What follows belongs to an exercise in optimizing a design on an open flow for small area, a short achievable clock period and few clock cycles per item; a production flow would make more cautious choices. In this exercise RTL edits were held to simulation tests only and were not proved equivalent to the original. Power and IR drop assume default switching activity. The flow treats the clock pin as an ideal source, which a real chip does not have.

Setup of v9:
// mesi_engine
module mesi_engine (
    input  wire        clk,
    input  wire        rst,             
    input  wire        req_valid,
    output wire        req_ready,
    input  wire [1:0]  req_core,
    input  wire        req_write,       
    input  wire [31:0] req_addr,
    output reg         rsp_valid,
    output reg         rsp_hit,
    output reg  [1:0]  rsp_state,       
    output reg         rsp_evict,       
    output reg         rsp_writeback,   
    output reg  [31:0] rsp_victim_addr, 
    output reg         rsp_upgrade,     
    output reg         rsp_provided,    
    output reg  [1:0]  rsp_source,      
    output reg         rsp_snoop_wb,    
    output reg  [1:0]  rsp_inval,       
    output reg  [7:0]  rsp_stall        
);
==> flow/config.mk <==
export PLATFORM = sky130hd
export DESIGN_NAME = mesi_engine
export DESIGN_NICKNAME = mesi_engine
export VERILOG_FILES = /design/flow/design.v
export SDC_FILE = /design/flow/constraint.sdc
export NUM_CORES = 4
export LEC_CHECK = 0
export CAP_MARGIN = 20
export CORE_MARGIN = 2
export CORE_UTILIZATION = 40
export SLEW_MARGIN = 20
==> flow/constraint.sdc <==
create_clock -name core_clock -period 12.0 [get_ports {clk}]
set_input_delay 2.4000 -clock core_clock [delete_from_list [all_inputs] [get_ports {clk}]]
set_output_delay 2.4000 -clock core_clock [all_outputs]
set_load 0.01 [all_outputs]
standard.sh (not shown) runs the stock make flow with config.mk's settings and CLKGATE_MAP_FILE= SYNTH_SCRIPT=/design/flow/synth_recipe.tcl, a recipe that flattens the netlist after the stock synthesis.
==> flow/flow/run.sh <==
#!/bin/bash
# Standard synthesis, then the standard layout steps with a tighter setup
# target for the resizer's timing repair (the SDC is unchanged).
set -euo pipefail
bash standard.sh synth > synth.log 2>&1
bash standard.sh SETUP_SLACK_MARGIN=8.5 finish > layout.log 2>&1
v9 finished every stage and its layout cleared the timing, design-rule and antenna checks.
Testbench counts of v9, summed over its fixed seeds: cycles 32,024, items 32,000.
> inputs changed (v9 -> v25)
Settings: CORE_UTILIZATION now 60, was 40.
[summary]
Of v9 and v25, the lower HPWL after detailed placement belongs to v9.
Power share of the combinational group: v25 vs v9, no meaningful difference
Sort v9 and v25 by setup slack of the critical path after layout asc -> top: v9
Max routing usage on met3 across v9 and v25: v25
v25 has final-layout worst hold slack above what v9 had.
Every stage of the flow completed for v25, and the final layout passed the timing, design-rule and antenna checks.
## Diff of input files: v55 against v25
==> flow/flow/run.sh <==
#!/bin/bash
# Standard synthesis, then the standard layout steps with a tighter setup
# target for the resizer's timing repair (the SDC is unchanged) and larger
# clock-tree sink clusters without dummy loads.
set -euo pipefail
bash standard.sh synth > synth.log 2>&1
bash standard.sh SETUP_SLACK_MARGIN=8.5 \
  "CTS_ARGS=-sink_clustering_enable -repair_clock_nets -dont_use_dummy_load -sink_clustering_size 30 -sink_clustering_max_diameter 80" \
  finish > layout.log 2>&1
[summary]
v55 ends up with a clock skew that is 0.064 ns higher than in v25.
v25 → v55: post-cts sizing count shows an increase of 5; post-layout total power has decreased; final worst-path setup slack went up; fraction of power consumed by combinational cells now larger.

mesi_engine, a different RTL version from the one above (not shown whole).
Size: ~4800 cells after synthesis, ~2200 flip-flops, roughly 87000 sq um of cells after synthesis.
// mesi_engine
module mesi_engine (
    input  wire        clk,
    input  wire        rst,             
    input  wire        req_valid,
    output wire        req_ready,
    input  wire [1:0]  req_core,
    input  wire        req_write,       
    input  wire [31:0] req_addr,
    output reg         rsp_valid,
    output reg         rsp_hit,
    output reg  [1:0]  rsp_state,       
    output reg         rsp_evict,       
    output reg         rsp_writeback,   
    output reg  [31:0] rsp_victim_addr, 
    output reg         rsp_upgrade,     
    output reg         rsp_provided,    
    output reg  [1:0]  rsp_source,      
    output reg         rsp_snoop_wb,    
    output reg  [1:0]  rsp_inval,       
    output reg  [7:0]  rsp_stall        
);
    localparam TAG_W = 26;
    localparam [1:0] ST_I = 2'b00, ST_S = 2'b01, ST_E = 2'b10, ST_M = 2'b11;
    assign req_ready = 1'b1;
    reg [TAG_W*64-1:0] tag_q;
    reg [2*64-1:0]     state_q;
    reg [6*16-1:0]     lru_q;
    reg [15:0]      lw_oh;      
    reg             v1;
    reg [1:0]       c1;
    reg             w1;
    reg [TAG_W-1:0] t1;
    reg [1:0]       s1;
    always @(posedge clk) begin
        v1 <= !rst && req_valid;
        c1 <= req_core;
        w1 <= req_write;
        t1 <= req_addr[31:6];
        s1 <= req_addr[5:4];
    end
    reg             v2;
    reg [1:0]       c2;
    reg             w2;
    reg [TAG_W-1:0] t2;
    reg [1:0]       s2;
    reg [15:0]      m2;         
    reg [TAG_W-1:0] own2 [0:3]; 
    reg             ss2;        
    reg [3:0]       c2oh;       
    reg [3:0]       s2oh;       
    reg [15:0]      cs2oh;      
    reg             st2;        
    reg [1:0]       sq2  [0:15]; 
    reg [5:0]       lo2;         
    reg [TAG_W-1:0] lt [0:15];
    integer i, k;
    always @* begin
        for (i = 0; i < 16; i = i + 1)
        begin
            lt[i] = {TAG_W{1'b0}};
            for (k = 0; k < 4; k = k + 1)
                if (s1 == k[1:0])
                    lt[i] = tag_q[{i[3:2], k[1:0], i[1:0]}*TAG_W +: TAG_W];
        end
    end
  ...
==> flow/config.mk <==
export PLATFORM = sky130hd
export DESIGN_NAME = mesi_engine
export DESIGN_NICKNAME = mesi_engine
export VERILOG_FILES = /design/flow/design.v
export SDC_FILE = /design/flow/constraint.sdc
export NUM_CORES = 4
export LEC_CHECK = 0
export CAP_MARGIN = 20
export CORE_MARGIN = 2
export CORE_UTILIZATION = 60
export SLEW_MARGIN = 20
==> flow/constraint.sdc <==
create_clock -name core_clock -period 12.0 [get_ports {clk}]
set_input_delay 2.4000 -clock core_clock [delete_from_list [all_inputs] [get_ports {clk}]]
set_output_delay 2.4000 -clock core_clock [all_outputs]
set_load 0.01 [all_outputs]
==> flow/flow/run.sh <==
#!/bin/bash
# Standard synthesis, then the standard layout steps with a tighter setup
# target for the resizer's timing repair (the SDC is unchanged) and larger
# clock-tree sink clusters without dummy loads.
set -euo pipefail
bash standard.sh synth > synth.log 2>&1
bash standard.sh SETUP_SLACK_MARGIN=8.35 \
  "CTS_ARGS=-sink_clustering_enable -repair_clock_nets -dont_use_dummy_load -sink_clustering_size 30 -sink_clustering_max_diameter 80" \
  finish > layout.log 2>&1
Testbench counts at the start, summed over its fixed seeds: cycles 32,024, items 32,000.
Then changed:
--- a/flow/flow/run.sh
+++ b/flow/flow/run.sh
@@ -7,2 +7,2 @@
-bash standard.sh SETUP_SLACK_MARGIN=8.35 \
-  "CTS_ARGS=-sink_clustering_enable -repair_clock_nets -dont_use_dummy_load -sink_clustering_size 30 -sink_clustering_max_diameter 80" \
+bash standard.sh SETUP_SLACK_MARGIN=8.4 \
+  "CTS_ARGS=-sink_clustering_enable -repair_clock_nets -dont_use_dummy_load -sink_clustering_size 30 -sink_clustering_max_diameter 150" \
After rerunning: Global-route usage increases by 0.37 points. Total power drops by 1.9%. Routed wire length climbs by 2.1%. Final cell count stays flat. Sequential share of layout area hardly moves. First-iteration DRC count rises by 2.2%. Register-to-register slack barely changes. Via count climbs by 0.49%.
Then changed:
--- a/flow/flow/run.sh
+++ b/flow/flow/run.sh
@@ -7 +7 @@
-bash standard.sh SETUP_SLACK_MARGIN=8.4 \
+bash standard.sh SETUP_SLACK_MARGIN=8.5 \
Result:
- fmax rose slightly
- non-clock buffer count fell by 1
- utilization is about the same
- synthesized area is unchanged
- via count rose slightly
- first-iteration DRC count rose by a few percent
- clock power stays flat
Then changed:
--- a/flow/flow/run.sh
+++ b/flow/flow/run.sh
@@ -8 +8 @@
-  "CTS_ARGS=-sink_clustering_enable -repair_clock_nets -dont_use_dummy_load -sink_clustering_size 30 -sink_clustering_max_diameter 150" \
+  "CTS_ARGS=-sink_clustering_enable -repair_clock_nets -dont_use_dummy_load -sink_clustering_size 30 -sink_clustering_max_diameter 100" \
Settings changed: CORE_UTILIZATION 60 to 70, PLACE_DENSITY set to 0.75.
The changed run went through all stages and came out clean.
Clock power stays flat.
Fmax barely changes.
Combinational power is about the same.
Then changed:
--- a/flow/flow/run.sh
+++ b/flow/flow/run.sh
@@ -8 +8 @@
-  "CTS_ARGS=-sink_clustering_enable -repair_clock_nets -dont_use_dummy_load -sink_clustering_size 30 -sink_clustering_max_diameter 100" \
+  "CTS_ARGS=-sink_clustering_enable -repair_clock_nets -dont_use_dummy_load -sink_clustering_size 30 -sink_clustering_max_diameter 80" \
Settings changed: CORE_UTILIZATION 70 to 60, PLACE_DENSITY 0.75 to unset.
The new run finished clean.
Non-clock buffer count falls by 21.
Die area rises by 16%.
Routed wire length rises by 4.4%.
Via count falls by 1.5%.
Synthesized cell count is unchanged.
Sequential power stays flat.
Critical path depth stays the same.
Flip-flop and latch count does not change.
Combinational power stays flat.
First-iteration DRC count falls by 24%.
Then changed:
==> flow/flow/run.sh (replaced) <==
#!/bin/bash
# Standard synthesis; standard placement; then each output port's
# flip-flop is moved next to its port buffer and the placement legalized;
# then the standard steps from clock-tree synthesis on. The resizer's
# timing repair aims at a tighter setup target (the SDC is unchanged) and
# the clock tree uses larger sink clusters without dummy loads.
set -euo pipefail
KNOBS=(SETUP_SLACK_MARGIN=8.5
  "CTS_ARGS=-sink_clustering_enable -repair_clock_nets -dont_use_dummy_load -sink_clustering_size 25 -sink_clustering_max_diameter 150")
bash standard.sh synth > synth.log 2>&1
bash standard.sh "${KNOBS[@]}" place > place.log 2>&1
PLACE_ODB=orfs/results/$FLOW_PLATFORM/mesi_engine/base/3_place.odb \
  openroad -no_init -exit flow/pull_outputs.tcl > pull_outputs.log 2>&1
bash standard.sh "${KNOBS[@]}" finish > layout.log 2>&1
==> flow/flow/pull_outputs.tcl (new file) <==
# Move each flip-flop that drives an output port's buffer next to that
# buffer, then legalize the placement. Reads and rewrites 3_place.odb.
set odb $::env(PLACE_ODB)
read_db $odb
set block [ord::get_db_block]
set moved 0
foreach bterm [$block getBTerms] {
  if {[$bterm getIoType] != "OUTPUT"} { continue }
  set net [$bterm getNet]
  if {$net == "NULL"} { continue }
  set drv [$net getFirstOutput]
  if {$drv == "NULL"} { continue }
  set buf [$drv getInst]
  set innet "NULL"
  foreach it [$buf getITerms] {
    if {[$it isInputSignal]} { set innet [$it getNet] }
  }
  if {$innet == "NULL"} { continue }
  set src [$innet getFirstOutput]
  if {$src == "NULL"} { continue }
  set ff [$src getInst]
  if {![string match "*df*" [[$ff getMaster] getName]]} { continue }
  # only flops whose output feeds nothing but this buffer
  if {[llength [$innet getITerms]] != 2} { continue }
  set loc [$buf getLocation]
  $ff setLocation [lindex $loc 0] [lindex $loc 1]
  incr moved
}
puts "moved $moved output flip-flops"
detailed_placement
check_placement
write_db $odb
What happened: Synthesized cell count does not change; routed wire length came out lower slightly; cell count stays flat; setup slack gains 0.077 ns; power is about the same; core utilization drops by 0.11 points.

==> port drivers added, routing unchanged <==
Ports are ideal in the flow. The routed layouts listed here were re-timed in OpenROAD. Step 1: set_driving_cell puts a clkbuf_16 on clk and a buf_2 on each other input, an assumption about the parent block. Step 2 times the ports against the registers' clock, not the clock port: input delays grow and output delays shrink by t, the midpoint of the rising clock arrivals with the driver on. a / b / c = ideal / step 1 / step 2; a / b = the first two.
| run | shift t [ns] | slack for setup (ns) | worst setup path after step 2 | clock arrival spread, ns | worst slew at a driven data input, ns |
|---|---|---|---|---|---|
| v9 | 0.949 | 8.074 / 7.986 / 7.732 | input to register | 0.086 / 0.086 | 0.04 |
| v25 | 0.900 | 8.186 / 8.096 / 7.693 | input to register | 0.048 / 0.048 | 0.04 |
| v55 | 0.806 | 8.297 / 8.209 / 7.876 | input to register | 0.116 / 0.116 | 0.04 |
| the first run of note 2 | 0.807 | 8.318 / 8.234 / 7.712 | input to register | 0.102 / 0.102 | 0.04 |
| the second run of note 2 | 0.806 | 8.347 / 8.278 / 7.600 | input to register | 0.076 / 0.076 | 0.04 |
| the third run of note 2 | 0.810 | 8.366 / 8.279 / 7.769 | input to register | 0.072 / 0.072 | 0.04 |
| the fourth run of note 2 | 0.803 | 8.367 / 8.284 / 7.700 | input to register | 0.070 / 0.070 | 0.04 |
| the fifth run of note 2 | 0.806 | 8.326 / 8.242 / 7.742 | input to register | 0.105 / 0.105 | 0.04 |
| the sixth run of note 2 | 0.816 | 8.403 / 8.316 / 7.724 | input to register | 0.054 / 0.054 | 0.04 |
After both steps every run listed still meets setup and hold. For the second run of note 2, which loses most, drivers alone change the setup slack by -0.069 ns; drivers and shift together by -0.747 ns.
